From an optimization exercise on the open Yosys and OpenROAD flow, aimed at small area, a short achievable clock period and few clock cycles; shortcuts taken in it are not production practice.
RTL that was checked went through simulation tests only; none was proved equivalent to the original.
Only the layout flow was run in run 1; the RTL was not checked for function there.
Power and IR drop assume default switching activity.

$ cat design/flow/design.v
module fde_enc (
    input  wire        clk,
    input  wire        rst,           
    input  wire [1:0]  cfg_rot,       
    input  wire        cfg_mir,
    input  wire        cfg_inv,
    input  wire        cfg_typeb,     
    input  wire        cfg_flush,     
    input  wire [31:0] cfg_addr,      
    input  wire        pix_valid,
    output wire        pix_ready,
    input  wire [31:0] pix_data,
    output wire        out_valid,
    input  wire        out_ready,
    output wire [7:0]  out_data,
    output wire        out_last,
    output wire        frame_done,
    output wire        frame_dup
);
    reg          trn;            
    reg          rrev;           
    reg          desc;           
    reg          inv, typeb, flush;
    reg  [31:0]  addr;
    reg          flip_wr;        
    reg          typeb_rd, desc_rd, flush_rd, flip_rd;
    reg  [7:0]   addr3_rd;       
    reg          pix_rdy;
    reg          in_wait;        
    reg  [7:0]   idx;
    wire         fire0 = pix_valid & pix_rdy;
    wire         first0 = (idx == 8'd0);
    wire         rr0 = first0 ? cfg_rot[1] : rrev;
    wire         fl0 = first0 ? cfg_rot[1] ^ flip_rd : flip_wr;
    wire [3:0]   row0 = (trn ? idx[3:0] : idx[7:4]) ^ {4{rr0}} ^ {fl0, 3'b000};
    reg          v1, last1;
    reg  [3:0]   row1;
    reg  [31:0]  d1;
    reg          v2, last2;
    reg  [3:0]   row2;
    reg  [31:0]  crc;            
    reg  [31:0]  last_fp;
    reg          last_ok;
    wire ce0 = d1[0] ^ d1[2] ^ d1[10] ^ d1[11] ^ d1[15] ^ d1[16] ^ d1[17] ^ d1[18] ^ d1[20] ^ d1[23] ^ d1[24] ^ d1[26] ^ d1[30];
    wire ce1 = d1[2] ^ d1[3] ^ d1[13] ^ d1[14] ^ d1[16] ^ d1[17] ^ d1[21] ^ d1[22] ^ d1[23] ^ d1[24] ^ d1[25] ^ d1[26] ^ d1[27] ^ d1[29] ^ d1[30];
    wire ce2 = d1[0] ^ d1[4] ^ d1[7] ^ d1[8] ^ d1[10] ^ d1[11] ^ d1[12] ^ d1[13] ^ d1[15] ^ d1[16] ^ d1[18] ^ d1[22] ^ d1[24] ^ d1[27] ^ d1[29] ^ d1[30] ^ d1[31];
    wire ce3 = d1[7] ^ d1[9] ^ d1[10] ^ d1[13] ^ d1[14] ^ d1[16] ^ d1[18] ^ d1[19] ^ d1[22] ^ d1[24] ^ d1[25] ^ d1[28] ^ d1[29] ^ d1[30] ^ d1[31];
    wire ce4 = d1[0] ^ d1[1] ^ d1[5] ^ d1[8] ^ d1[9] ^ d1[16] ^ d1[18] ^ d1[21] ^ d1[23] ^ d1[24] ^ d1[29] ^ d1[30];
    wire ce5 = d1[9] ^ d1[11] ^ d1[12] ^ d1[13] ^ d1[17] ^ d1[18] ^ d1[21] ^ d1[22] ^ d1[25] ^ d1[26] ^ d1[30];
    wire ce6 = d1[0] ^ d1[4] ^ d1[5] ^ d1[8] ^ d1[9] ^ d1[10] ^ d1[11] ^ d1[13] ^ d1[14] ^ d1[15] ^ d1[17] ^ d1[20] ^ d1[21] ^ d1[22] ^ d1[23] ^ d1[27] ^ d1[28];
    wire ce7 = d1[1] ^ d1[3] ^ d1[5] ^ d1[9] ^ d1[11] ^ d1[13] ^ d1[15] ^ d1[16] ^ d1[17] ^ d1[19] ^ d1[20] ^ d1[21] ^ d1[23] ^ d1[26] ^ d1[27] ^ d1[28] ^ d1[30];
    wire ce8 = d1[0] ^ d1[1] ^ d1[2] ^ d1[8] ^ d1[9] ^ d1[10] ^ d1[11] ^ d1[12] ^ d1[16] ^ d1[17] ^ d1[18] ^ d1[20] ^ d1[23] ^ d1[24] ^ d1[27] ^ d1[28] ^ d1[29];
    wire ce9 = d1[2] ^ d1[5] ^ d1[6] ^ d1[9] ^ d1[10] ^ d1[11] ^ d1[13] ^ d1[20] ^ d1[27] ^ d1[30] ^ d1[31];
    wire ce10 = d1[1] ^ d1[2] ^ d1[4] ^ d1[8] ^ d1[10] ^ d1[12] ^ d1[13] ^ d1[14] ^ d1[16] ^ d1[20] ^ d1[22] ^ d1[28] ^ d1[29] ^ d1[30];
    wire ce11 = d1[2] ^ d1[3] ^ d1[4] ^ d1[9] ^ d1[18] ^ d1[23] ^ d1[24] ^ d1[26] ^ d1[27] ^ d1[28];
    wire ce12 = d1[4] ^ d1[6] ^ d1[8] ^ d1[9] ^ d1[10] ^ d1[15] ^ d1[16] ^ d1[17] ^ d1[18] ^ d1[21] ^ d1[22] ^ d1[23] ^ d1[25] ^ d1[26] ^ d1[28] ^ d1[29] ^ d1[30] ^ d1[31];
    wire ce13 = d1[1] ^ d1[3] ^ d1[4] ^ d1[5] ^ d1[6] ^ d1[8] ^ d1[14] ^ d1[16] ^ d1[17] ^ d1[18] ^ d1[19] ^ d1[24] ^ d1[26] ^ d1[31];
    wire ce14 = d1[0] ^ d1[4] ^ d1[5] ^ d1[6] ^ d1[7] ^ d1[9] ^ d1[10] ^ d1[12] ^ d1[15] ^ d1[18] ^ d1[20] ^ d1[22] ^ d1[24] ^ d1[25] ^ d1[27] ^ d1[28];
    wire ce15 = d1[0] ^ d1[1] ^ d1[2] ^ d1[3] ^ d1[7] ^ d1[11] ^ d1[13] ^ d1[16] ^ d1[19] ^ d1[24] ^ d1[27] ^ d1[30];
    wire ce16 = d1[3] ^ d1[5] ^ d1[7] ^ d1[10] ^ d1[11] ^ d1[16] ^ d1[27];
    wire ce17 = d1[0] ^ d1[1] ^ d1[7] ^ d1[9] ^ d1[11] ^ d1[13] ^ d1[14] ^ d1[15] ^ d1[17] ^ d1[18] ^ d1[20] ^ d1[21] ^ d1[22] ^ d1[25] ^ d1[26] ^ d1[28] ^ d1[29] ^ d1[30];
    wire ce18 = d1[0] ^ d1[2] ^ d1[5] ^ d1[6] ^ d1[9] ^ d1[13] ^ d1[16] ^ d1[29] ^ d1[31];
    wire ce19 = d1[2] ^ d1[7] ^ d1[8] ^ d1[9] ^ d1[13] ^ d1[17] ^ d1[19] ^ d1[20] ^ d1[21] ^ d1[25] ^ d1[29] ^ d1[30];
    wire ce20 = d1[0] ^ d1[2] ^ d1[4] ^ d1[6] ^ d1[12] ^ d1[14] ^ d1[17] ^ d1[18] ^ d1[20] ^ d1[29] ^ d1[31];
    wire ce21 = d1[0] ^ d1[8] ^ d1[9] ^ d1[18] ^ d1[24] ^ d1[26] ^ d1[27] ^ d1[31];
    wire ce22 = d1[0] ^ d1[1] ^ d1[3] ^ d1[4] ^ d1[5] ^ d1[6] ^ d1[8] ^ d1[10] ^ d1[12] ^ d1[13] ^ d1[14] ^ d1[16] ^ d1[17] ^ d1[19] ^ d1[25] ^ d1[26] ^ d1[29];
    wire ce23 = d1[0] ^ d1[3] ^ d1[5] ^ d1[6] ^ d1[8] ^ d1[12] ^ d1[13] ^ d1[19] ^ d1[21] ^ d1[22] ^ d1[23] ^ d1[24] ^ d1[26] ^ d1[29] ^ d1[30] ^ d1[31];
    wire ce24 = d1[0] ^ d1[1] ^ d1[3] ^ d1[5] ^ d1[10] ^ d1[13] ^ d1[20] ^ d1[24] ^ d1[25] ^ d1[27] ^ d1[28];
    wire ce25 = d1[1] ^ d1[2] ^ d1[3] ^ d1[7] ^ d1[8] ^ d1[10] ^ d1[14] ^ d1[15] ^ d1[16] ^ d1[19] ^ d1[25] ^ d1[27] ^ d1[28];
    wire ce26 = d1[0] ^ d1[1] ^ d1[2] ^ d1[7] ^ d1[8] ^ d1[9] ^ d1[10] ^ d1[11] ^ d1[13] ^ d1[15] ^ d1[16] ^ d1[17] ^ d1[19] ^ d1[22] ^ d1[23] ^ d1[25] ^ d1[26];
    wire ce27 = d1[0] ^ d1[4] ^ d1[5] ^ d1[8] ^ d1[11] ^ d1[16] ^ d1[17] ^ d1[19] ^ d1[20] ^ d1[22] ^ d1[23] ^ d1[24] ^ d1[25] ^ d1[26] ^ d1[28];
    wire ce28 = d1[1] ^ d1[2] ^ d1[3] ^ d1[4] ^ d1[7] ^ d1[11] ^ d1[13] ^ d1[14] ^ d1[16] ^ d1[17] ^ d1[18] ^ d1[20] ^ d1[21] ^ d1[23] ^ d1[26] ^ d1[27] ^ d1[31];
    wire ce29 = d1[0] ^ d1[6] ^ d1[7] ^ d1[11] ^ d1[12] ^ d1[13] ^ d1[14] ^ d1[15] ^ d1[16] ^ d1[18] ^ d1[19] ^ d1[21] ^ d1[22] ^ d1[23] ^ d1[24] ^ d1[25] ^ d1[26] ^ d1[27] ^ d1[28] ^ d1[29] ^ d1[30];
    wire ce30 = d1[2] ^ d1[3] ^ d1[5] ^ d1[6] ^ d1[8] ^ d1[10] ^ d1[14] ^ d1[17] ^ d1[20] ^ d1[21] ^ d1[23] ^ d1[25] ^ d1[27] ^ d1[31];
    wire ce31 = d1[1] ^ d1[5] ^ d1[8] ^ d1[10] ^ d1[11] ^ d1[13] ^ d1[15] ^ d1[19] ^ d1[22] ^ d1[23] ^ d1[25] ^ d1[31];
    wire [31:0] ce = {ce31, ce30, ce29, ce28, ce27, ce26, ce25, ce24, ce23, ce22, ce21, ce20, ce19, ce18, ce17, ce16, ce15, ce14, ce13, ce12, ce11, ce10, ce9, ce8, ce7, ce6, ce5, ce4, ce3, ce2, ce1, ce0};
    wire [31:0] cy = crc ^ ce;
    wire [31:0] cnext = (cy >> 1) ^ (cy[0] ? 32'hEDB88320 : 32'h0);
    localparam [31:0] CRC_INIT = 32'h3F5503EF;
    wire [7:0]  lr = d1[7:0];
    wire [7:0]  lg = d1[15:8];
    wire [7:0]  lb = d1[23:16];
    wire lt1 = ~lr[5] ^ lr[2];
    wire lt2 = ~lr[5] & lr[2];
    wire lt3 = ~lr[6] ^ lr[3] ^ lr[1];
    wire lt4 = (~lr[6] & lr[3]) | (~lr[6] & lr[1]) | (lr[3] & lr[1]);
    wire lt5 = ~lg[3] ^ lb[6] ^ lb[3];
    wire lt6 = (~lg[3] & lb[6]) | (~lg[3] & lb[3]) | (lb[6] & lb[3]);
    wire lt7 = ~lr[7] ^ lr[4] ^ lr[2];
    wire lt8 = (~lr[7] & lr[4]) | (~lr[7] & lr[2]) | (lr[4] & lr[2]);
    wire lt9 = ~lg[4] ^ lb[7] ^ lb[4];
    wire lt10 = (~lg[4] & lb[7]) | (~lg[4] & lb[4]) | (lb[7] & lb[4]);
    wire lt11 = lb[2] ^ lb[1];
    wire lt12 = lb[2] & lb[1];
    wire lt13 = lr[5] ^ lr[3] ^ ~lg[5];
    wire lt14 = (lr[5] & lr[3]) | (lr[5] & ~lg[5]) | (lr[3] & ~lg[5]);
    wire lt15 = lb[5] ^ lb[3] ^ lb[2];
    wire lt16 = (lb[5] & lb[3]) | (lb[5] & lb[2]) | (lb[3] & lb[2]);
    wire lt17 = lr[6] ^ lr[4] ^ ~lg[6];
    wire lt18 = (lr[6] & lr[4]) | (lr[6] & ~lg[6]) | (lr[4] & ~lg[6]);
    wire lt19 = ~lg[0] ^ lb[6] ^ lb[4];
    wire lt20 = (~lg[0] & lb[6]) | (~lg[0] & lb[4]) | (lb[6] & lb[4]);
    wire lt21 = lb[3] ^ lb[1];
    wire lt22 = lb[3] & lb[1];
    wire lt23 = lr[7] ^ lr[5] ^ ~lr[0];
    wire lt24 = (lr[7] & lr[5]) | (lr[7] & ~lr[0]) | (lr[5] & ~lr[0]);
    wire lt25 = ~lg[7] ^ ~lg[1] ^ lb[7];
    wire lt26 = (~lg[7] & ~lg[1]) | (~lg[7] & lb[7]) | (~lg[1] & lb[7]);
    wire lt27 = lb[5] ^ lb[4] ^ lb[2];
    wire lt28 = (lb[5] & lb[4]) | (lb[5] & lb[2]) | (lb[4] & lb[2]);
    wire lt29 = lr[6] ^ ~lr[1] ^ lr[0];
    wire lt30 = (lr[6] & ~lr[1]) | (lr[6] & lr[0]) | (~lr[1] & lr[0]);
    wire lt31 = ~lg[2] ^ lb[6] ^ lb[5];
    wire lt32 = (~lg[2] & lb[6]) | (~lg[2] & lb[5]) | (lb[6] & lb[5]);
    wire lt33 = lr[7] ^ ~lr[2] ^ lr[1];
    wire lt34 = (lr[7] & ~lr[2]) | (lr[7] & lr[1]) | (~lr[2] & lr[1]);
    wire lt35 = ~lg[3] ^ lg[0] ^ lb[7];
    wire lt36 = (~lg[3] & lg[0]) | (~lg[3] & lb[7]) | (lg[0] & lb[7]);
    wire lt37 = ~lr[3] ^ lr[2] ^ ~lg[4];
    wire lt38 = (~lr[3] & lr[2]) | (~lr[3] & ~lg[4]) | (lr[2] & ~lg[4]);
    wire lt39 = ~lr[4] ^ lr[3];
    wire lt40 = ~lr[4] & lr[3];
    wire lt41 = ~lr[3] ^ lr[0] ^ ~lg[0];
    wire lt42 = (~lr[3] & lr[0]) | (~lr[3] & ~lg[0]) | (lr[0] & ~lg[0]);
    wire lt43 = ~lr[4] ^ lr[1] ^ ~lg[1];
    wire lt44 = (~lr[4] & lr[1]) | (~lr[4] & ~lg[1]) | (lr[1] & ~lg[1]);
    wire lt45 = lt1 ^ lr[0] ^ ~lg[2];
    wire lt46 = (lt1 & lr[0]) | (lt1 & ~lg[2]) | (lr[0] & ~lg[2]);
    wire lt47 = lb[5] ^ lb[2];
    wire lt48 = lb[5] & lb[2];
    wire lt49 = lt3 ^ lt5 ^ lb[1];
    wire lt50 = (lt3 & lt5) | (lt3 & lb[1]) | (lt5 & lb[1]);
    wire lt51 = lb[0] ^ 1'b1 ^ lt2;
    wire lt52 = (lb[0] & 1'b1) | (lb[0] & lt2) | (1'b1 & lt2);
    wire lt53 = lt7 ^ lt9 ^ lt11;
    wire lt54 = (lt7 & lt9) | (lt7 & lt11) | (lt9 & lt11);
    wire lt55 = 1'b1 ^ lt4 ^ lt6;
    wire lt56 = (1'b1 & lt4) | (1'b1 & lt6) | (lt4 & lt6);
    wire lt57 = lt13 ^ lt15 ^ lb[0];
    wire lt58 = (lt13 & lt15) | (lt13 & lb[0]) | (lt15 & lb[0]);
    wire lt59 = lt8 ^ lt10 ^ lt12;
    wire lt60 = (lt8 & lt10) | (lt8 & lt12) | (lt10 & lt12);
    wire lt61 = lt17 ^ lt19 ^ lt21;
    wire lt62 = (lt17 & lt19) | (lt17 & lt21) | (lt19 & lt21);
    wire lt63 = 1'b1 ^ lt14 ^ lt16;
    wire lt64 = (1'b1 & lt14) | (1'b1 & lt16) | (lt14 & lt16);
    wire lt65 = lt23 ^ lt25 ^ lt27;
    wire lt66 = (lt23 & lt25) | (lt23 & lt27) | (lt25 & lt27);
    wire lt67 = lt18 ^ lt20 ^ lt22;
    wire lt68 = (lt18 & lt20) | (lt18 & lt22) | (lt20 & lt22);
    wire lt69 = lt29 ^ lt31 ^ lb[3];
    wire lt70 = (lt29 & lt31) | (lt29 & lb[3]) | (lt31 & lb[3]);
    wire lt71 = lt24 ^ lt26 ^ lt28;
    wire lt72 = (lt24 & lt26) | (lt24 & lt28) | (lt26 & lt28);
    wire lt73 = lt33 ^ lt35 ^ lb[6];
    wire lt74 = (lt33 & lt35) | (lt33 & lb[6]) | (lt35 & lb[6]);
    wire lt75 = lb[4] ^ lt30 ^ lt32;
    wire lt76 = (lb[4] & lt30) | (lb[4] & lt32) | (lt30 & lt32);
    wire lt77 = lt37 ^ lg[1] ^ lb[7];
    wire lt78 = (lt37 & lg[1]) | (lt37 & lb[7]) | (lg[1] & lb[7]);
    wire lt79 = lb[5] ^ lt34 ^ lt36;
    wire lt80 = (lb[5] & lt34) | (lb[5] & lt36) | (lt34 & lt36);
    wire lt81 = lt39 ^ ~lg[5] ^ lg[2];
    wire lt82 = (lt39 & ~lg[5]) | (lt39 & lg[2]) | (~lg[5] & lg[2]);
    wire lt83 = lb[6] ^ 1'b1 ^ lt38;
    wire lt84 = (lb[6] & 1'b1) | (lb[6] & lt38) | (1'b1 & lt38);
    wire lt85 = ~lr[5] ^ lr[4] ^ ~lg[6];
    wire lt86 = (~lr[5] & lr[4]) | (~lr[5] & ~lg[6]) | (lr[4] & ~lg[6]);
    wire lt87 = lg[3] ^ lb[7] ^ lt40;
    wire lt88 = (lg[3] & lb[7]) | (lg[3] & lt40) | (lb[7] & lt40);
    wire lt89 = ~lr[6] ^ lr[5] ^ ~lg[7];
    wire lt90 = (~lr[6] & lr[5]) | (~lr[6] & ~lg[7]) | (lr[5] & ~lg[7]);
    wire lt91 = lt41 ^ lb[3];
    wire lt92 = lt41 & lb[3];
    wire lt93 = lt43 ^ lb[4] ^ lb[1];
    wire lt94 = (lt43 & lb[4]) | (lt43 & lb[1]) | (lb[4] & lb[1]);
    wire lt95 = lt45 ^ lt47 ^ lb[0];
    wire lt96 = (lt45 & lt47) | (lt45 & lb[0]) | (lt47 & lb[0]);
    wire lt97 = lt49 ^ lt51 ^ lt46;
    wire lt98 = (lt49 & lt51) | (lt49 & lt46) | (lt51 & lt46);
    wire lt99 = lt53 ^ lt55 ^ lt50;
    wire lt100 = (lt53 & lt55) | (lt53 & lt50) | (lt55 & lt50);
    wire lt101 = lt57 ^ lt59 ^ lt54;
    wire lt102 = (lt57 & lt59) | (lt57 & lt54) | (lt59 & lt54);
    wire lt103 = lt61 ^ lt63 ^ lt58;
    wire lt104 = (lt61 & lt63) | (lt61 & lt58) | (lt63 & lt58);
    wire lt105 = lt65 ^ lt67 ^ lt62;
    wire lt106 = (lt65 & lt67) | (lt65 & lt62) | (lt67 & lt62);
    wire lt107 = lt69 ^ lt71 ^ lt66;
    wire lt108 = (lt69 & lt71) | (lt69 & lt66) | (lt71 & lt66);
    wire lt109 = lt73 ^ lt75 ^ lt70;
    wire lt110 = (lt73 & lt75) | (lt73 & lt70) | (lt75 & lt70);
    wire lt111 = lt77 ^ lt79 ^ lt74;
    wire lt112 = (lt77 & lt79) | (lt77 & lt74) | (lt79 & lt74);
    wire lt113 = lt81 ^ lt83 ^ lt78;
    wire lt114 = (lt81 & lt83) | (lt81 & lt78) | (lt83 & lt78);
    wire lt115 = lt85 ^ lt87 ^ lt82;
    wire lt116 = (lt85 & lt87) | (lt85 & lt82) | (lt87 & lt82);
    wire lt117 = lt89 ^ lg[4] ^ lt86;
    wire lt118 = (lt89 & lg[4]) | (lt89 & lt86) | (lg[4] & lt86);
    wire lt119 = ~lr[7] ^ lr[6] ^ lg[5];
    wire lt120 = (~lr[7] & lr[6]) | (~lr[7] & lg[5]) | (lr[6] & lg[5]);
    wire lt121 = ~lr[0] ^ lb[0];
    wire lt122 = ~lr[0] & lb[0];
    wire lt123 = ~lr[1] ^ lb[1];
    wire lt124 = ~lr[1] & lb[1];
    wire lt125 = ~lr[2] ^ lb[2] ^ 1'b1;
    wire lt126 = (~lr[2] & lb[2]) | (~lr[2] & 1'b1) | (lb[2] & 1'b1);
    wire lt127 = lt91 ^ lb[0] ^ 1'b1;
    wire lt128 = (lt91 & lb[0]) | (lt91 & 1'b1) | (lb[0] & 1'b1);
    wire lt129 = lt93 ^ lt42 ^ lt92;
    wire lt130 = (lt93 & lt42) | (lt93 & lt92) | (lt42 & lt92);
    wire lt131 = lt95 ^ lt44 ^ lt94;
    wire lt132 = (lt95 & lt44) | (lt95 & lt94) | (lt44 & lt94);
    wire lt133 = lt97 ^ lt48 ^ lt96;
    wire lt134 = (lt97 & lt48) | (lt97 & lt96) | (lt48 & lt96);
    wire lt135 = lt99 ^ lt52 ^ lt98;
    wire lt136 = (lt99 & lt52) | (lt99 & lt98) | (lt52 & lt98);
    wire lt137 = lt101 ^ lt56 ^ lt100;
    wire lt138 = (lt101 & lt56) | (lt101 & lt100) | (lt56 & lt100);
    wire lt139 = lt103 ^ lt60 ^ lt102;
    wire lt140 = (lt103 & lt60) | (lt103 & lt102) | (lt60 & lt102);
    wire lt141 = lt105 ^ lt64 ^ lt104;
    wire lt142 = (lt105 & lt64) | (lt105 & lt104) | (lt64 & lt104);
    wire lt143 = lt107 ^ lt68 ^ lt106;
    wire lt144 = (lt107 & lt68) | (lt107 & lt106) | (lt68 & lt106);
    wire lt145 = lt109 ^ lt72 ^ lt108;
    wire lt146 = (lt109 & lt72) | (lt109 & lt108) | (lt72 & lt108);
    wire lt147 = lt111 ^ lt76 ^ lt110;
    wire lt148 = (lt111 & lt76) | (lt111 & lt110) | (lt76 & lt110);
    wire lt149 = lt113 ^ lt80 ^ lt112;
    wire lt150 = (lt113 & lt80) | (lt113 & lt112) | (lt80 & lt112);
    wire lt151 = lt115 ^ lt84 ^ lt114;
    wire lt152 = (lt115 & lt84) | (lt115 & lt114) | (lt84 & lt114);
    wire lt153 = lt117 ^ lt88 ^ lt116;
    wire lt154 = (lt117 & lt88) | (lt117 & lt116) | (lt88 & lt116);
    wire lt155 = lt119 ^ lt90 ^ lt118;
    wire lt156 = (lt119 & lt90) | (lt119 & lt118) | (lt90 & lt118);
    wire lt157 = lr[7] ^ lg[6] ^ lt120;
    wire lt158 = (lr[7] & lg[6]) | (lr[7] & lt120) | (lg[6] & lt120);
    wire [22:0] lx = {1'b0, 1'b1, lg[7], lt157, lt155, lt153, lt151, lt149, lt147, lt145, lt143, lt141, lt139, lt137, lt135, lt133, lt131, lt129, lt127, lt125, lt123, lt121, 1'b0};
    wire [22:0] ly = {1'b0, 1'b0, lt158, lt156, lt154, lt152, lt150, lt148, lt146, lt144, lt142, lt140, lt138, lt136, lt134, lt132, lt130, lt128, lt126, lt124, lt122, 1'b1, 1'b0};
    wire lg0 = (lx[1] & ly[1]) | ((lx[1] ^ ly[1]) & lx[0] & ly[0]);
    wire lp0 = (lx[1] ^ ly[1]) & (lx[0] ^ ly[0]);
    wire lg1 = (lx[3] & ly[3]) | ((lx[3] ^ ly[3]) & lx[2] & ly[2]);
    wire lp1 = (lx[3] ^ ly[3]) & (lx[2] ^ ly[2]);
    wire lg2 = (lx[5] & ly[5]) | ((lx[5] ^ ly[5]) & lx[4] & ly[4]);
    wire lp2 = (lx[5] ^ ly[5]) & (lx[4] ^ ly[4]);
    wire lg3 = (lx[7] & ly[7]) | ((lx[7] ^ ly[7]) & lx[6] & ly[6]);
    wire lp3 = (lx[7] ^ ly[7]) & (lx[6] ^ ly[6]);
    wire lg4 = (lx[9] & ly[9]) | ((lx[9] ^ ly[9]) & lx[8] & ly[8]);
    wire lp4 = (lx[9] ^ ly[9]) & (lx[8] ^ ly[8]);
    wire lg5 = (lx[11] & ly[11]) | ((lx[11] ^ ly[11]) & lx[10] & ly[10]);
    wire lp5 = (lx[11] ^ ly[11]) & (lx[10] ^ ly[10]);
    wire lg6 = (lx[13] & ly[13]) | ((lx[13] ^ ly[13]) & lx[12] & ly[12]);
    wire lp6 = (lx[13] ^ ly[13]) & (lx[12] ^ ly[12]);
    wire lg7 = (lx[15] & ly[15]) | ((lx[15] ^ ly[15]) & lx[14] & ly[14]);
    wire lp7 = (lx[15] ^ ly[15]) & (lx[14] ^ ly[14]);
    wire lg8 = (lx[17] & ly[17]) | ((lx[17] ^ ly[17]) & lx[16] & ly[16]);
    wire lp8 = (lx[17] ^ ly[17]) & (lx[16] ^ ly[16]);
    wire lg9 = (lx[19] & ly[19]) | ((lx[19] ^ ly[19]) & lx[18] & ly[18]);
    wire lp9 = (lx[19] ^ ly[19]) & (lx[18] ^ ly[18]);
    wire lg10 = (lx[21] & ly[21]) | ((lx[21] ^ ly[21]) & lx[20] & ly[20]);
    wire lp10 = (lx[21] ^ ly[21]) & (lx[20] ^ ly[20]);
    wire [10:0] lgen = {lg10, lg9, lg8, lg7, lg6, lg5, lg4, lg3, lg2, lg1, lg0};
    wire [10:0] lprop = {lp10, lp9, lp8, lp7, lp6, lp5, lp4, lp3, lp2, lp1, lp0};
    localparam LNG = 11;
    reg  [LNG-1:0] lgen2, lprop2;
    reg  luma_ge2;
    integer q;
    always @(*) begin
        luma_ge2 = 1'b0;
        for (q = 0; q < LNG; q = q + 1)
            luma_ge2 = lgen2[q] | (lprop2[q] & luma_ge2);
    end
    wire        pix_bit = luma_ge2 ^ inv;
    reg  [15:0]  st [0:15];      
    reg          gen_on;
    reg  [1:0]   panel;
    reg  [4:0]   pos;
    reg  [2:0]   col;            
    reg  [7:0]   nsum;           
    reg  [7:0]   cb;             
    reg  [7:0]   sb;             
    reg          sb_v;
    reg  [7:0]   gbyte;
    reg          o_v, o_l, s_v, s_l;
    reg  [7:0]   o_d, s_d;
    reg          done_r, dup_r, dupw;
    assign pix_ready  = pix_rdy;
    assign out_valid  = o_v;
    assign out_data   = o_d;
    assign out_last   = o_l;
    assign frame_done = done_r;
    assign frame_dup  = dup_r;
    wire gen_fire = gen_on & ~s_v;
    wire [4:0] last_pos = typeb_rd ? 5'd23 : 5'd11;
    wire gen_end  = gen_fire & (panel == 2'd3) & (pos == last_pos);
    wire col_next = typeb_rd ? (pos[0] == 1'b0 && pos >= 5'd4 && pos <= 5'd18)
                          : (pos >= 5'd2 && pos <= 5'd9);
    wire rot_step = gen_fire & col_next;
    wire [3:0] place = desc_rd ? {~col, 1'b1} : 4'd0;
    wire       rhalf = panel[1] ^ flip_rd;       
    reg  [7:0] cbyte;
    integer k;
    always @(*) begin
        for (k = 0; k < 8; k = k + 1)
            cbyte[7 - k] = st[{rhalf, k[2:0]}][place];
    end
    wire [7:0] paddr = (panel == 2'd3) ? addr3_rd : addr[8 * panel +: 8];
    function [7:0] hexdig;
        input [3:0] n;
        begin
            hexdig = (n <= 4'd9) ? {4'h3, n} : 8'h57 + {4'h0, n};
        end
    endfunction
    always @(*) begin
        if (!typeb_rd) begin
            case (pos)
                5'd0:    gbyte = 8'h80;
                5'd1:    gbyte = flush_rd ? 8'h83 : 8'h84;
                5'd2:    gbyte = paddr;
                5'd11:   gbyte = 8'h8F;
                default: gbyte = cb;
            endcase
        end else begin
            case (pos)
                5'd0:    gbyte = 8'h02;
                5'd1:    gbyte = hexdig(paddr[7:4]);
                5'd2:    gbyte = hexdig(paddr[3:0]);
                5'd3:    gbyte = 8'h30;
                5'd4:    gbyte = 8'h38;
                5'd21:   gbyte = 8'h03;
                5'd22:   gbyte = hexdig(nsum[7:4]);
                5'd23:   gbyte = hexdig(nsum[3:0]);
                default: gbyte = pos[0] ? hexdig(cb[7:4]) : hexdig(cb[3:0]);
            endcase
        end
    end
    wire summed = typeb_rd && pos >= 5'd1 && pos <= 5'd20;
    wire [31:0] fp  = crc;      
    wire        dup = last_ok && (last_fp == fp);
    wire        o_free = ~o_v | out_ready;
    wire        dispatch = last2 & ~dup;
    wire        dup_done = ~(o_v & out_ready & o_l) & ((last2 & dup) | dupw) & ~o_v;
    wire        gen_on_n = (gen_on & ~gen_end) | dispatch;
    wire        in_wait_n = (in_wait | (fire0 & (idx == 8'd255))) & ~dispatch & ~dup_done;
    wire [7:0]  idx_n = idx + {7'd0, fire0};
    wire        trn_n = (fire0 & first0) ? cfg_rot[0] : trn;
    wire        early = panel[1] & (panel[0] | (pos >= 5'd3));
    wire        free_n = trn_n ? ~idx_n[3] : ~idx_n[7];
    wire        rd_done = (panel == 2'd3) & (pos > (typeb_rd ? 5'd18 : 5'd9));
    wire        pix_rdy_n = ~in_wait_n & (~gen_on_n | (early & free_n) |
                                          (rd_done & (idx_n != 8'd255)));
    wire        spec0 = dispatch & o_free & ~s_v;
    always @(posedge clk) begin
        d1    <= pix_data;
        lgen2 <= lgen;
        lprop2 <= lprop;
        row1  <= row0;
        row2  <= row1;
        if (fire0 && first0) begin
            trn   <= cfg_rot[0];
            rrev  <= cfg_rot[1];
            desc  <= cfg_rot[0] ^ cfg_rot[1] ^ cfg_mir;
            flip_wr <= cfg_rot[1] ^ flip_rd;
            inv   <= cfg_inv;
            typeb <= cfg_typeb;
            flush <= cfg_flush;
            addr  <= cfg_addr;
        end
        if (rst) begin
            pix_rdy <= 1'b1;
            in_wait <= 1'b0;
            flip_rd <= 1'b0;
            idx     <= 8'd0;
            v1      <= 1'b0;
            last1   <= 1'b0;
            v2      <= 1'b0;
            last2   <= 1'b0;
            crc     <= CRC_INIT;
            last_ok <= 1'b0;
            gen_on  <= 1'b0;
            panel   <= 2'd0;
            pos     <= 5'd0;
            col     <= 3'd0;
            o_v     <= 1'b0;
            s_v     <= 1'b0;
            sb_v    <= 1'b0;
            done_r  <= 1'b0;
            dup_r   <= 1'b0;
            dupw    <= 1'b0;
        end else begin
            idx     <= idx_n;
            in_wait <= in_wait_n;
            pix_rdy <= pix_rdy_n;
            v1    <= fire0;
            last1 <= fire0 & (idx == 8'd255);
            v2    <= v1;
            last2 <= last1;
            if (v1)
                crc <= cnext;
            if (last2) begin
                crc <= CRC_INIT;
                if (!dup) begin
                    last_fp <= fp;
                    last_ok <= 1'b1;
                    gen_on  <= 1'b1;
                    flip_rd <= flip_wr;
                    if (spec0) begin
                        pos  <= 5'd1;
                        nsum <= 8'd2;
                    end
                end
            end
            done_r <= 1'b0;
            dup_r  <= 1'b0;
            if (o_v && out_ready && o_l) begin
                done_r <= 1'b1;
                if (last2 && dup)
                    dupw <= 1'b1;
            end else if ((last2 && dup) || dupw) begin
                if (!o_v) begin
                    done_r  <= 1'b1;
                    dup_r   <= 1'b1;
                    dupw    <= 1'b0;
                end else begin
                    dupw <= 1'b1;
                end
            end
            sb_v <= gen_fire & summed;
            if (sb_v)
                nsum <= nsum - sb;
            if (gen_fire) begin
                if (pos == 5'd0)
                    nsum <= 8'd2;
                if (rot_step) begin
                    col <= col + 3'd1;
                    cb  <= cbyte;
                end
                if (pos == last_pos) begin
                    pos   <= 5'd0;
                    panel <= panel + 2'd1;
                    if (panel == 2'd3)
                        gen_on  <= 1'b0;
                end else begin
                    pos <= pos + 5'd1;
                end
            end
            if (o_free) begin
                if (s_v) begin
                    o_v <= 1'b1;
                    s_v <= 1'b0;
                end else begin
                    o_v <= gen_fire | spec0;
                end
            end else if (gen_fire) begin
                s_v <= 1'b1;
            end
        end
        if (dispatch) begin
            typeb_rd <= typeb;
            desc_rd  <= desc;
            flush_rd <= flush;
            addr3_rd <= addr[31:24];
        end
        sb <= gbyte;
        if (o_free) begin
            if (s_v) begin
                o_d <= s_d;
                o_l <= s_l;
            end else begin
                o_d <= gen_on ? gbyte : (typeb ? 8'h02 : 8'h80);
                o_l <= gen_end;
            end
        end else if (gen_fire) begin
            s_d <= gbyte;
            s_l <= gen_end;
        end
    end
    genvar r;
    generate
        for (r = 0; r < 16; r = r + 1) begin : g_row
            wire ld = v2 && (row2 == r);
            wire rt = rot_step && (rhalf == r[3]);
            always @(posedge clk) begin
                if (ld || rt)
                    st[r] <= {ld ? pix_bit : st[r][0], st[r][15:1]};
            end
        end
    endgenerate
endmodule
$ cat design/flow/constraint.sdc
create_clock -name core_clock -period 10.0 [get_ports {clk}]
set_input_delay 2.0000 -clock core_clock [delete_from_list [all_inputs] [get_ports {clk}]]
set_output_delay 2.0000 -clock core_clock [all_outputs]
set_load 0.01 [all_outputs]
$ cat design/flow/standard.sh
#!/bin/bash
# synth_recipe.tcl (not shown) runs the flow's synth.tcl, then flattens the netlist and writes it again
# the make line also repeats each setting of config.mk as NAME=value (left out here)
make -C /OpenROAD-flow-scripts/flow DESIGN_CONFIG=/design/flow/config.mk WORK_HOME=/design/flow/orfs CLKGATE_MAP_FILE= SYNTH_SCRIPT=/design/flow/synth_recipe.tcl "${@:-finish}"
$ cat design/flow/flow/run.sh
#!/bin/bash
set -euo pipefail
bash standard.sh SETUP_SLACK_MARGIN=7 'BUFFER_PORTS_ARGS=-buffer_cell sky130_fd_sc_hd__buf_1' finish > standard_flow.log 2>&1
$ cat design/flow/config.mk
export PLATFORM = sky130hd
export DESIGN_NAME = fde_enc
export DESIGN_NICKNAME = fde_enc
export VERILOG_FILES = /design/flow/design.v
export SDC_FILE = /design/flow/constraint.sdc
export NUM_CORES = 4
export LEC_CHECK = 0
export CAP_MARGIN = 20
export CORE_MARGIN = 2
export CORE_UTILIZATION = 40
export CTS_CLUSTER_DIAMETER = 150
export CTS_CLUSTER_SIZE = 30
export SLEW_MARGIN = 20
==> qor.yml, run 1 <==
clock_latency_ns: 0.57
antenna_found_initial: 1
cp_data_arrival_time_ns: 3.72
clockBufferDepth: 3
finalPower_w: 0.00470
synthArstFlopShare: 0
grt_pass1_wl_um: 82300
crit_path_end_kind: "register"
min_period_ns: 3.27
cp_max_fo: 4
critPathLaunchType: "primary input"
drtAntennaViolNets: 0
synth-seq-cells: 506
slew_headroom: 0.318
place.gp.congestion: 0.893
synthDistinctLibCells: 76
synth.avg_cell_area_um2: 13.7
syn_area_um2: 24100
clock.fmax_ghz: 0.306
postSynthCellCount: 1758
ys_seq_area_frac: 0.574
post-dp-hpwl_um: 37600
finalSetupTns_ns: 0
drt_iter0_markers: 846
dr.pass1.iters: 7
cts-htree-levels: 1
ys_warn_count: 2
viasPerCell: 5.12
synthToLayoutAreaGrowth_pct: 11.7
cts_buffers: 20
drv_cap: 0
start_util: 0.402
syn-num-nets: 1963
maxSlewViolCount: 0
fillers: 5313
cts_sinks: 506
cts_tree: "done"
vdd_drop_max_mv: 0.101
vias: 13700
ios: 87
worstSetupPathType: "in -> reg"
rsz0062_at_grt: "true"
grt_use_total: 0.170
hold_viol: 0
p_leak_nw: 9.53
clkTransAtPathRegs_ns: 0.11
synth-edff-count: 372
tightest_slew_ns: 1.02
fp.dieH_um: 250
drc: 0
rows: 90
worstPathRequired_ns: 10.45
fp.dieW_um: 250
routed_wl_um: 53000
cts-root-buf: "clkbuf_16"
wl_per_cell_um: 19.9
status: "complete, no violations"
holdBufCountCts: 0
fin_crit_sh: 0.327
die_area_um2: 62300
hold_path.class: "reg -> reg"
synthFlopType: "edfxtp_1"
power.density_nw_per_um2: 174
grt_pass1_vias: 13800
setup_viol: 0
core_um2: 60000
io_buffers: 86
gr-total-overflow: 0
layout-drive-gt1-share: 0.172
final_nets: 2072
fin_skew_ns: 0.0206
grt_max_degree: 45
flip-flops by register name, indices dropped and copies added (netlist names), 10 cells and up:
register	cells
d1	32
crc	32
lgen2	11
lprop2	10
addr	32
last_fp	32
st	256
path summary, 6_finish.rpt:
path              from         to  slack (ns)  cells after the start
min            row1[0]    row2[0]        0.35                      0
min reg2reg    row1[0]    row2[0]        0.35                      0
max          pix_valid    pix_rdy        6.73                     10
max reg2reg     d1[18]  lprop2[5]        6.87                      9
synthesized netlist by cell type, types with 5 or more instances:
cell type,n,area [µm²]
edfxtp_1,372,11200
nand3_1,26,130
o211ai_1,7,52.6
buf_2,10,50.1
a21o_1,10,75.1
nand4_1,12,75.1
nor3_1,20,100
fa_1,66,1320
and3_1,7,43.8
nor2_1,65,244
and2_1,17,106
nor2b_1,16,100
clkbuf_1,47,176
a31oi_1,12,75.1
nand2b_1,5,31.3
mux4_2,48,1080
nand2_1,93,349
ha_1,65,813
dfxtp_1,134,2680
or3_1,6,37.5
o21bai_1,6,45.0
mux2_2,20,225
xor2_1,51,447
a22o_1,6,52.6
nor4_1,9,56.3
xnor3_1,10,225
inv_1,144,541
a21oi_1,45,225
mux2i_1,34,340
buf_1,8,30.0
xnor2_1,244,2140
o21ai_0,47,235
a211oi_1,12,90.1
o21a_1,6,45.0
cell usage in the layout (no fill, tap or decap), types with 8 or more instances in the layout:
master / count
mux2i_1: 29
nand2_2: 8
dfxtp_4: 23
inv_2: 16
xnor3_1: 10
nand3_1: 26
nor2b_1: 15
inv_4: 9
a21o_1: 10
xnor2_1: 243
and2_1: 15
dfxtp_1: 103
fa_1: 57
buf_1: 71
nor2_1: 58
clkbuf_16: 21
dfxtp_2: 8
nor3_1: 18
nand2_4: 9
ha_1: 56
nand2_1: 74
mux4_2: 48
inv_1: 114
nand4_1: 12
xor2_1: 51
fa_2: 9
clkbuf_1: 14
edfxtp_1: 372
buf_4: 60
o21ai_0: 46
mux2_2: 20
a21oi_1: 43
a31oi_1: 10
a211oi_1: 12
logic make-up after synthesis:
family / share of synthesized area
flip-flops: 0.574
adder cells (fa/ha/maj): 0.0885
XOR/XNOR: 0.120
buffers and inverters: 0.0343
multiplexers: 0.0688
AND/OR/NAND/NOR: 0.0583
AO/OA/AOI/OAI: 0.0554
cell type report:
class	instances	area (µm²)	share of cell area
inverters	147	609	0.0226
repair buffers	154	935	0.0347
multi-input cells	1038	9880	0.367
flip-flops and latches	506	13900	0.518
diodes	1	2.50	0.0000928
clock buffers	35	578	0.0214
well taps	782	978	0.0363
clock inverters	1	16.3	0.000603
power breakdown:
part           switching [W]  leakage [nW]  internal [W]
registers           0.000107          4.50       0.00235
logic               0.000623          4.74      0.000610
clock network       0.000612         0.282      0.000404
repair_timing:
action	4_1_cts	5_1_grt
endpoints found under the setup margin	377	306
pin swaps	24	20
buffers inserted	48	13
resized for setup	115	49
per-stage QoR:
step           hold WS (ns)   util  worst slack, ns  cells  instance area [µm²]
6_report              0.349  0.449             6.73   2664                27000
5_1_grt               0.360  0.449             6.70   2664                27000
3_3_place_gp          0.318  0.423             5.94   2566                25400
2_1_floorplan         0.310      -             6.38   1758                24400
4_1_cts               0.351  0.444             6.76   2650                26700
3_5_place_dp          0.320  0.423             5.87   2566                25400
critical path, cell delays in order:
cell and delay [ns]:
buf_4 0.13, nand2_8 0.09, inv_4 0.04, ha_4 0.17
ha_4 0.26, nand4_1 0.08, or4_4 0.53, o22ai_2 0.15
o221ai_1 0.12, a2bb2oi_1 0.15
layer usage:
layer	track usage	part of all wire	wire, µm	vias to the layer above
li1	-	-	-	6419
met1	0.241	0.46	24500	6897
met2	0.279	0.48	25300	265
met3	0.0179	0.034	1790	70
met4	0.0449	0.027	1410	0
met5	0	0	0	-
==> run 2: changes to the inputs <==
--- a/design/flow/design.v
+++ b/design/flow/design.v
@@ -240,39 +240,9 @@
     wire lt158 = (lr[7] & lg[6]) | (lr[7] & lt120) | (lg[6] & lt120);
     wire [22:0] lx = {1'b0, 1'b1, lg[7], lt157, lt155, lt153, lt151, lt149, lt147, lt145, lt143, lt141, lt139, lt137, lt135, lt133, lt131, lt129, lt127, lt125, lt123, lt121, 1'b0};
     wire [22:0] ly = {1'b0, 1'b0, lt158, lt156, lt154, lt152, lt150, lt148, lt146, lt144, lt142, lt140, lt138, lt136, lt134, lt132, lt130, lt128, lt126, lt124, lt122, 1'b1, 1'b0};
-    wire lg0 = (lx[1] & ly[1]) | ((lx[1] ^ ly[1]) & lx[0] & ly[0]);
-    wire lp0 = (lx[1] ^ ly[1]) & (lx[0] ^ ly[0]);
-    wire lg1 = (lx[3] & ly[3]) | ((lx[3] ^ ly[3]) & lx[2] & ly[2]);
-    wire lp1 = (lx[3] ^ ly[3]) & (lx[2] ^ ly[2]);
-    wire lg2 = (lx[5] & ly[5]) | ((lx[5] ^ ly[5]) & lx[4] & ly[4]);
-    wire lp2 = (lx[5] ^ ly[5]) & (lx[4] ^ ly[4]);
-    wire lg3 = (lx[7] & ly[7]) | ((lx[7] ^ ly[7]) & lx[6] & ly[6]);
-    wire lp3 = (lx[7] ^ ly[7]) & (lx[6] ^ ly[6]);
-    wire lg4 = (lx[9] & ly[9]) | ((lx[9] ^ ly[9]) & lx[8] & ly[8]);
-    wire lp4 = (lx[9] ^ ly[9]) & (lx[8] ^ ly[8]);
-    wire lg5 = (lx[11] & ly[11]) | ((lx[11] ^ ly[11]) & lx[10] & ly[10]);
-    wire lp5 = (lx[11] ^ ly[11]) & (lx[10] ^ ly[10]);
-    wire lg6 = (lx[13] & ly[13]) | ((lx[13] ^ ly[13]) & lx[12] & ly[12]);
-    wire lp6 = (lx[13] ^ ly[13]) & (lx[12] ^ ly[12]);
-    wire lg7 = (lx[15] & ly[15]) | ((lx[15] ^ ly[15]) & lx[14] & ly[14]);
-    wire lp7 = (lx[15] ^ ly[15]) & (lx[14] ^ ly[14]);
-    wire lg8 = (lx[17] & ly[17]) | ((lx[17] ^ ly[17]) & lx[16] & ly[16]);
-    wire lp8 = (lx[17] ^ ly[17]) & (lx[16] ^ ly[16]);
-    wire lg9 = (lx[19] & ly[19]) | ((lx[19] ^ ly[19]) & lx[18] & ly[18]);
-    wire lp9 = (lx[19] ^ ly[19]) & (lx[18] ^ ly[18]);
-    wire lg10 = (lx[21] & ly[21]) | ((lx[21] ^ ly[21]) & lx[20] & ly[20]);
-    wire lp10 = (lx[21] ^ ly[21]) & (lx[20] ^ ly[20]);
-    wire [10:0] lgen = {lg10, lg9, lg8, lg7, lg6, lg5, lg4, lg3, lg2, lg1, lg0};
-    wire [10:0] lprop = {lp10, lp9, lp8, lp7, lp6, lp5, lp4, lp3, lp2, lp1, lp0};
-    localparam LNG = 11;
-    reg  [LNG-1:0] lgen2, lprop2;
-    reg  luma_ge2;
-    integer q;
-    always @(*) begin
-        luma_ge2 = 1'b0;
-        for (q = 0; q < LNG; q = q + 1)
-            luma_ge2 = lgen2[q] | (lprop2[q] & luma_ge2);
-    end
+    reg  [22:0] lx2, ly2;
+    wire [22:0] ls2 = lx2 + ly2;
+    wire        luma_ge2 = ls2[22];
     wire        pix_bit = luma_ge2 ^ inv;
     reg  [15:0]  st [0:15];      
     reg          gen_on;
@@ -342,21 +312,25 @@
     wire        dup = last_ok && (last_fp == fp);
     wire        o_free = ~o_v | out_ready;
     wire        dispatch = last2 & ~dup;
-    wire        dup_done = ~(o_v & out_ready & o_l) & ((last2 & dup) | dupw) & ~o_v;
+    wire        dup_done = ((last2 & dup) | dupw) & ~o_v;
     wire        gen_on_n = (gen_on & ~gen_end) | dispatch;
-    wire        in_wait_n = (in_wait | (fire0 & (idx == 8'd255))) & ~dispatch & ~dup_done;
-    wire [7:0]  idx_n = idx + {7'd0, fire0};
-    wire        trn_n = (fire0 & first0) ? cfg_rot[0] : trn;
+    wire        wait_keep = ~dispatch & ~dup_done;
+    wire [7:0]  idx_inc = idx + 8'd1;
     wire        early = panel[1] & (panel[0] | (pos >= 5'd3));
-    wire        free_n = trn_n ? ~idx_n[3] : ~idx_n[7];
     wire        rd_done = (panel == 2'd3) & (pos > (typeb_rd ? 5'd18 : 5'd9));
-    wire        pix_rdy_n = ~in_wait_n & (~gen_on_n | (early & free_n) |
-                                          (rd_done & (idx_n != 8'd255)));
+    wire        rdy_f = ~((in_wait | (idx == 8'd255)) & wait_keep) &
+                        (~gen_on_n | (early & (trn ? ~idx_inc[3] : ~idx_inc[7])) |
+                         (rd_done & (idx_inc != 8'd255)));
+    wire        rdy_nf = ~(in_wait & wait_keep) &
+                         (~gen_on_n | (early & (trn ? ~idx[3] : ~idx[7])) |
+                          (rd_done & (idx != 8'd255)));
+    wire        pix_rdy_n = fire0 ? rdy_f : rdy_nf;
+    wire        in_wait_n = (in_wait | (fire0 & (idx == 8'd255))) & wait_keep;
     wire        spec0 = dispatch & o_free & ~s_v;
     always @(posedge clk) begin
         d1    <= pix_data;
-        lgen2 <= lgen;
-        lprop2 <= lprop;
+        lx2   <= lx;
+        ly2   <= ly;
         row1  <= row0;
         row2  <= row1;
         if (fire0 && first0) begin
@@ -391,7 +365,8 @@
             dup_r   <= 1'b0;
             dupw    <= 1'b0;
         end else begin
-            idx     <= idx_n;
+            if (fire0)
+                idx <= idx_inc;
             in_wait <= in_wait_n;
             pix_rdy <= pix_rdy_n;
             v1    <= fire0;
==> design/flow/flow/run.sh (replaced) <==
#!/bin/bash
set -euo pipefail
bash standard.sh SETUP_SLACK_MARGIN=7 finish > standard_flow.log 2>&1
--- a/design/flow/config.mk
+++ b/design/flow/config.mk
@@ -8,6 +8,4 @@
 export CAP_MARGIN = 20
 export CORE_MARGIN = 2
 export CORE_UTILIZATION = 40
-export CTS_CLUSTER_DIAMETER = 150
-export CTS_CLUSTER_SIZE = 30
 export SLEW_MARGIN = 20
==> run 2 against run 1 <==
Net effect: still clean on timing, DRC and antenna; total power rose by 22%; final cell count up 2.0%; combinational power decreased by 11%; wire length rose by 1.5%; register-to-register slack improved by 0.17 ns; via count up 0.52%; sequential share of layout area decreased by 1.9 points; synthesized cell count is 0.23% lower; worst hold slack hardly changed; first-iteration DRC count up 11%; worst setup slack better by 0.085 ns; critical endpoint is now out_last; largest power group unchanged.
==> qor.yml, run 2 <==
postSynthCellCount: 1754  # was 1758
synth_most_common_cell: "edfxtp_1"  # unchanged
post-dp-hpwl_um: 37400  # was 37600 µm
drtAntennaViolNets: 0  # unchanged
hold_viol: 0  # unchanged
tightest_slew_ns: 0.984  # was 1.02 ns
synthFlopType: "edfxtp_1"  # unchanged
vias: 13700  # about the same
cts-root-buf: "clkbuf_16"  # unchanged
syn_area_um2: 24300  # was 24100 µm²
synth_top_family_by_area: "XOR/XNOR gates"  # unchanged
synthMuxAreaShare: 0.0668  # was 0.0688
crit_slowest_cell: "edfxtp_1"  # was or4_4
synthDistinctLibCells: 71  # was 76
grt_use_total: 0.172  # was 0.170
cts_tree: "done"  # unchanged
routed_wl_um: 53800  # was 53000 µm
synth_largest_type_area_fraction: 0.459  # was 0.463
rsz0062_at_grt: "true"  # unchanged
synthSimpleGateAreaFrac: 0.0557  # was 0.0583
min_period_ns: 3.19  # was 3.27 ns
cp_num_cells: 1  # was 10
cts-htree-levels: 2  # was 1
cp_data_arrival_time_ns: 1.19  # was 3.72 ns
gr-total-overflow: 0  # unchanged
synth-edff-count: 372  # unchanged
die_area_um2: 62800  # was 62300 µm²
insertedDiodeCount: 0  # was 1
p_leak_nw: 10.2  # was 9.53 nW
drv_cap: 0  # unchanged
rows: 90  # unchanged
path_buf_inv: 1  # was 2
ys_top_cells_by_area: "edfxtp_1 (46%), dfxtp_1 (13%), xnor2_1 (9.2%), fa_1 (5.4%), mux4_2 (4.4%)"  # was edfxtp_1 (46%), dfxtp_1 (11%), xnor2_1 (8.9%), fa_1 (5.5%), mux4_2 (4.5%)
syn-num-nets: 1969  # was 1963
mostFrequentLayoutCells: "edfxtp_1 (372), xnor2_1 (254), dfxtp_1 (125)"  # was edfxtp_1 (372), xnor2_1 (243), inv_1 (114)
critPathLaunchType: "register"  # was primary input
final_nets: 2104  # was 2072
clock.fmax_ghz: 0.314  # was 0.306 GHz
holdPathEnd: "row2[3]"  # was row2[0]
synthArstFlopShare: 0  # unchanged
yosys-top-cells-count: "edfxtp_1 (372), xnor2_1 (255), dfxtp_1 (152)"  # was edfxtp_1 (372), xnor2_1 (244), inv_1 (144)
holdPathStages: 0  # unchanged
finalSetupTns_ns: 0  # unchanged
cts_buffers: 54  # was 20
reg2reg_from: "panel[0]"  # was d1[18]
hold_path.class: "reg -> reg"  # unchanged
crit_path_end_kind: "output pin"  # was register
synth_compound_area_frac: 0.0495  # was 0.0554
drc: 0  # unchanged
grt_max_degree: 55  # was 45
fp.dieH_um: 251  # was 250 µm
grt_pass1_vias: 14100  # was 13800
power.density_nw_per_um2: 201  # was 174 nW/µm²
holdBufCountCts: 0  # unchanged
final_common_cell: "edfxtp_1"  # unchanged
wl_per_cell_um: 19.8  # was 19.9 µm
drt_iter0_markers: 941  # was 846
cts_sinks: 524  # was 506
critPathMaxStageDelay_ns: 0.42  # was 0.53 ns
slew_headroom: 0.344  # was 0.318
io_buffers: 86  # unchanged
viasPerCell: 5.05  # was 5.12
ys_warn_count: 2  # unchanged
worstRegToRegCells: 11  # was 9
core_um2: 60200  # was 60000 µm²
top_register: "st"  # unchanged
synth_xor_area_frac: 0.120  # about the same
synthToLayoutAreaGrowth_pct: 17.7  # was 11.7%
worstPathCellList: "buf_6"  # was buf_4 -> nand2_8 -> inv_4 -> ha_4 -> ha_4 -> nand4_1 -> or4_4 -> o22ai_2 -> o221ai_1 -> a2bb2oi_1
synth.avg_cell_area_um2: 13.9  # was 13.7 µm²
cp_top_family: "flip-flops"  # was simple AND/OR/NAND/NOR gates
maxSlewViolCount: 0  # unchanged
yosysTopAreaCell: "edfxtp_1"  # unchanged
r2r_setup_slack_ns: 7.04  # was 6.87 ns
status: "complete, no violations"  # unchanged
ys_seq_area_frac: 0.584  # was 0.574
holdCritStartpoint: "row1[3]"  # was row1[0]
grt_pass1_wl_um: 83500  # was 82300 µm
worstSetupPathType: "reg -> out"  # was in -> reg
worstPathRequired_ns: 8.00  # was 10.45 ns
vdd_drop_max_mv: 0.105  # was 0.101 mV
synth-seq-cells: 524  # was 506
fin_crit_sh: 0.319  # was 0.327
start_util: 0.404  # was 0.402
fin_skew_ns: 0.0495  # was 0.0206 ns
dr.pass1.iters: 5  # was 7
ios: 87  # unchanged
place.gp.congestion: 0.882  # was 0.893
synth_fa_ha_area_frac: 0.0929  # was 0.0885
antenna_found_initial: 1  # unchanged
cp_max_fo: 2  # was 4
clock_latency_ns: 0.64  # was 0.57 ns
clkTransAtPathRegs_ns: 0.06  # was 0.11 ns
fp.dieW_um: 251  # was 250 µm
setup_viol: 0  # unchanged
largest_reg_flops: 256  # unchanged
reg2reg_to: "o_d[1]"  # was lprop2[5]
clockBufferDepth: 3  # unchanged
layout-drive-gt1-share: 0.173  # was 0.172
hold_slack_ns: 0.349  # about the same
[run 2: layout make-up]
cell class,count,area (µm²)
Clock buffer,71,1510
Clock inverter,30,382
Timing Repair Buffer,147,1360
Multi-Input combinational cell,1041,9650
Inverter,121,480
Tap cell,782,978
Fill cell,5136,31600
Sequential cell,524,14300
[run 2: worst max path at each step]
stage	slack, ns	from	to
finish	6.81	o_l	out_last
global route	6.75	o_d[5]	out_data[5]
CTS	6.75	o_d[5]	out_data[5]
detailed placement	5.81	rst	crc[27]
global placement	5.93	rst	crc[27]
floorplan	6.85	out_ready	nsum[7]
[run 2: per-stage QoR]
| stage | setup WS (ns) | total power, W | instances | area [µm²] | util |
|---|---|---|---|---|---|
| 3_3_place_gp | 5.93 | 0.00369 | 2564 | 26000 | 0.432 |
| 4_1_cts | 6.75 | 0.00582 | 2679 | 28200 | 0.468 |
| 2_1_floorplan | 6.85 | 0.00340 | 1754 | 24400 | - |
| 6_report | 6.81 | 0.00575 | 2716 | 28600 | 0.475 |
| 3_5_place_dp | 5.81 | 0.00371 | 2564 | 26000 | 0.432 |
| 5_1_grt | 6.75 | 0.00604 | 2716 | 28600 | 0.475 |
[run 2: cell families after synthesis]
group	Yosys count
flip-flops	524
XOR/XNOR	321
AND/OR/NAND/NOR	295
buffers and inverters	190
AO/OA/AOI/OAI	185
adder cells (fa/ha/maj)	141
multiplexers	98
[run 2: repair_timing]
item,CTS,global route
endpoints found under the setup margin,419,310
pin swaps,3,4
setup buffers,13,36
cloned,1,1
gates resized for setup,125,47
hold endpoints to repair,0,0
[run 2: report_power, final]
part	total, W	internal (W)	leakage, nW	switching, W
combinational	0.00109	0.000542	4.66	0.000546
clock	0.00209	0.00121	0.913	0.000879
sequential	0.00258	0.00245	4.65	0.000129
[run 2: layer usage]
layer,routed length [µm],vias to the layer above,part of all wire,global-route usage
met1,25300,6933,0.47,0.244
li1,-,6441,-,-
met5,0,-,0,0
met3,2080,75,0.039,0.0284
met4,1040,0,0.019,0.0407
met2,25400,273,0.47,0.278
Testbench counts of run 2, summed over its fixed seeds: cycles 58,304.
==> run 3: changes to the inputs <==
==> design/flow/flow/run.sh (replaced) <==
#!/bin/bash
set -euo pipefail
bash standard.sh SETUP_SLACK_MARGIN=7 'BUFFER_PORTS_ARGS=-buffer_cell sky130_fd_sc_hd__buf_1' finish > standard_flow.log 2>&1
--- a/design/flow/config.mk
+++ b/design/flow/config.mk
@@ -7,5 +7,7 @@
 export LEC_CHECK = 0
 export CAP_MARGIN = 20
 export CORE_MARGIN = 2
-export CORE_UTILIZATION = 40
+export CORE_UTILIZATION = 65
+export CTS_CLUSTER_DIAMETER = 80
+export CTS_CLUSTER_SIZE = 24
 export SLEW_MARGIN = 20
==> run 3 against run 2 <==
Net effect: largest cell class unchanged; utilization rose by 25 points; worst setup slack better by 0.044 ns; sequential power hardly changed; worst hold slack lost 0.0072 ns; first-iteration DRC count is 8.9% higher; critical path type unchanged; register-to-register slack better by 0.04 ns; fmax increased by 1.4%; clock skew down 0.024 ns; synthesized cell count stayed put; die area down 38%; final cell count shrank 14%; wire length is 5.7% lower.
==> qor.yml, run 3 <==
postSynthCellCount: 1754  # unchanged
post-dp-hpwl_um: 35900  # was 37400 µm
hold_viol: 0  # unchanged
yosys-top-cells-count: "edfxtp_1 (372), xnor2_1 (255), dfxtp_1 (152)"  # unchanged
reg2reg_from: "d1[7]"  # was panel[0]
fin_skew_ns: 0.0253  # was 0.0495 ns
p_seq_frac: 0.524  # was 0.448
placed_area_um2: 25000  # was 26000 µm²
synthArstFlopShare: 0  # unchanged
holdCritStartpoint: "row1[2]"  # was row1[3]
crit_slowest_cell: "edfxtp_1"  # unchanged
p_sw_frac: 0.283  # was 0.270
r2r_setup_slack_ns: 7.08  # was 7.04 ns
top_register: "st"  # unchanged
maxSlewViolCount: 0  # unchanged
comb_power_share: 0.219  # was 0.189
gr-total-overflow: 0  # unchanged
synth.avg_cell_area_um2: 13.9  # unchanged
ys_top_cells_by_area: "edfxtp_1 (46%), dfxtp_1 (13%), xnor2_1 (9.2%), fa_1 (5.4%), mux4_2 (4.4%)"  # unchanged
internal-power_w: 0.00353  # was 0.00420 W
synth_largest_type_area_fraction: 0.459  # unchanged
crit_path_end_kind: "output pin"  # unchanged
grt_use_total: 0.266  # was 0.172
final_nets: 2067  # was 2104
synthDistinctLibCells: 71  # unchanged
final_common_cell: "edfxtp_1"  # unchanged
switchingPower_w: 0.00139  # was 0.00155 W
io_buffers: 86  # unchanged
synthToLayoutAreaGrowth_pct: 9.42  # was 17.7%
routed_wl_um: 50800  # was 53800 µm
drt_iter0_markers: 1025  # was 941
syn-num-nets: 1969  # unchanged
fp.dieH_um: 197  # was 251 µm
layout-drive-gt1-share: 0.142  # was 0.173
cts_sinks: 524  # unchanged
syn_area_um2: 24300  # unchanged
dr.pass1.iters: 5  # unchanged
worstSetupPathType: "reg -> out"  # unchanged
grt_max_degree: 55  # unchanged
cts_buffers: 29  # was 54
wl_per_cell_um: 21.7  # was 19.8 µm
grt_pass1_vias: 13500  # was 14100
vdd_drop_max_mv: 0.157  # was 0.105 mV
largest_reg_flops: 256  # unchanged
start_util: 0.663  # was 0.404
grt_pass1_wl_um: 78400  # was 83500 µm
critPathLaunchType: "register"  # unchanged
ios: 87  # unchanged
cp_data_arrival_time_ns: 1.14  # was 1.19 ns
place.gp.congestion: 0.877  # was 0.882
p_leak_nw: 9.46  # was 10.2 nW
drv_cap: 0  # unchanged
clkTransAtPathRegs_ns: 0.09  # was 0.06 ns
clock.fmax_ghz: 0.318  # was 0.314 GHz
mostFrequentLayoutCells: "edfxtp_1 (372), xnor2_1 (254), dfxtp_1 (123)"  # was edfxtp_1 (372), xnor2_1 (254), dfxtp_1 (125)
tightest_slew_ns: 0.925  # was 0.984 ns
yosysTopAreaCell: "edfxtp_1"  # unchanged
cts-root-buf: "clkbuf_16"  # unchanged
fin_crit_sh: 0.314  # was 0.319
drtAntennaViolNets: 0  # unchanged
vias: 13600  # was 13700
drc: 0  # unchanged
finalSetupTns_ns: 0  # unchanged
fp.dieW_um: 197  # was 251 µm
path_buf_inv: 1  # unchanged
clock_latency_ns: 0.59  # was 0.64 ns
final_cell_area_um2: 26600  # was 28600 µm²
rsz0062_at_grt: "true"  # unchanged
cp_max_fo: 1  # was 2
synth_most_common_cell: "edfxtp_1"  # unchanged
antenna_found_initial: 0  # was 1
die_area_um2: 39000  # was 62800 µm²
setup_viol: 0  # unchanged
holdBufCountCts: 0  # unchanged
ys_seq_area_frac: 0.584  # unchanged
min_period_ns: 3.14  # was 3.19 ns
power.density_nw_per_um2: 185  # was 201 nW/µm²
critPathMaxStageDelay_ns: 0.41  # was 0.42 ns
status: "complete, no violations"  # unchanged
cp_top_family: "flip-flops"  # unchanged
synthFlopType: "edfxtp_1"  # unchanged
slew_headroom: 0.383  # was 0.344
synth-seq-cells: 524  # unchanged
ys_warn_count: 2  # unchanged
rows: 70  # was 90
worstPathRequired_ns: 8.00  # about the same
cts-htree-levels: 1  # was 2
startpoint: "o_d[1]"  # was o_l
worstPathCellList: "clkbuf_2"  # was buf_6
viasPerCell: 5.79  # was 5.05
insertedDiodeCount: 0  # unchanged
clockBufferDepth: 3  # unchanged
cts_tree: "done"  # unchanged
power.clock.fraction: 0.257  # was 0.363
synth-edff-count: 372  # unchanged
final_util: 0.725  # was 0.475
core_um2: 36700  # was 60200 µm²
hold_path.class: "reg -> reg"  # unchanged
## run 3: cell counts after synthesis
Identical to the previous run, type by type.
## run 3: path summary, 6_finish.rpt
check,end,depth (start not counted)
max reg2reg,lx2[8],7
max,out_data[1],1
min reg2reg,row2[2],0
min,row2[2],0
## run 3: area by class of cell
class | instances | area (µm²)
Multi-Input combinational cell | 1041 | 9620
Timing Repair Buffer | 135 | 748
Clock buffer | 43 | 778
Inverter | 121 | 473
Fill cell | 2455 | 10100
Sequential cell | 524 | 14300
Tap cell | 468 | 586
Clock inverter | 10 | 123
## run 3: logic make-up (layout without fill, tap and decap cells)
logic type,after synthesis,after routing,share of synthesized area
buf+inv,190,309,0.0312
mux,98,98,0.0668
flops,524,524,0.584
compound gates,185,185,0.0495
fa+ha+maj,141,141,0.0929
simple gates,295,296,0.0557
xor+xnor,321,321,0.120
## run 3: metal layers
| metal | GRT usage | share of wire | vias up |
|---|---|---|---|
| met2 | 0.416 | 0.46 | 331 |
| met4 | 0.0446 | 0.013 | 0 |
| met1 | 0.410 | 0.47 | 6843 |
| li1 | - | - | 6346 |
| met5 | 0 | 0 | - |
| met3 | 0.0376 | 0.054 | 45 |
## run 3: worst register-to-register path: stages (launching register included)
cell and delay (ns):
dfxtp_4 0.47, clkinvlp_4 0.18, fa_1 0.51, inv_1 0.06, fa_1 0.54, inv_1 0.06, fa_1 0.50, fa_1 0.48
## run 3: power groups by stage
stage          combinational [W]  clock (W)  sequential (W)
2_1_floorplan           0.000846          0         0.00256
3_3_place_gp             0.00104          0         0.00262
3_5_place_dp             0.00106          0         0.00263
4_1_cts                  0.00108    0.00129         0.00258
5_1_grt                  0.00121    0.00137         0.00259
6_report                 0.00108    0.00127         0.00258
## run 3: timing repair
item,4_1_cts,5_1_grt
setup endpoints to repair,420,303
gates cloned,1,0
setup buffers,10,32
hold endpoints to repair,0,0
gates resized for setup,68,47
pin swaps,1,5
## run 3: through the flow
step           hold WS, ns  total power (W)  cells  worst slack, ns
5_1_grt              0.348          0.00517   2342             6.81
3_3_place_gp         0.316          0.00366   2246             6.09
6_report             0.342          0.00492   2342             6.86
3_5_place_dp         0.314          0.00369   2246             6.04
4_1_cts              0.342          0.00494   2310             6.81
2_1_floorplan        0.310          0.00340   1754             6.85

[what the ideal ports hide]
The results above use ideal ports. As a check the final layouts listed here were re-extracted and re-timed, cells and wires unchanged. Step 1 sets driving cells, clkbuf_16 on the clock port and buf_2 on the other inputs (assumed; they add their load-dependent delay and slew). Step 2 moves the port delays by t, midway between the first and last clock arrival at a register: inputs arrive t later, outputs are due t later. That takes back most of the time a late clock gives input paths. Slacks: ideal / step 1 / step 2; pairs: ideal / step 1.
run	t, ns	setup WS [ns]	hold WS [ns]	worst setup path at the end
run 1	0.622	6.729 / 6.766 / 6.144	0.349 / 0.349 / 0.349	input to register
run 2	0.681	6.814 / 6.750 / 6.366	0.349 / 0.349 / 0.349	input to register
run 3	0.638	6.858 / 6.799 / 6.622	0.342 / 0.342 / 0.342	input to register
After both steps every run listed still meets setup and hold. The setup slack of run 1, which loses most, moves by +0.037 ns with the drivers and by -0.585 ns with both steps.
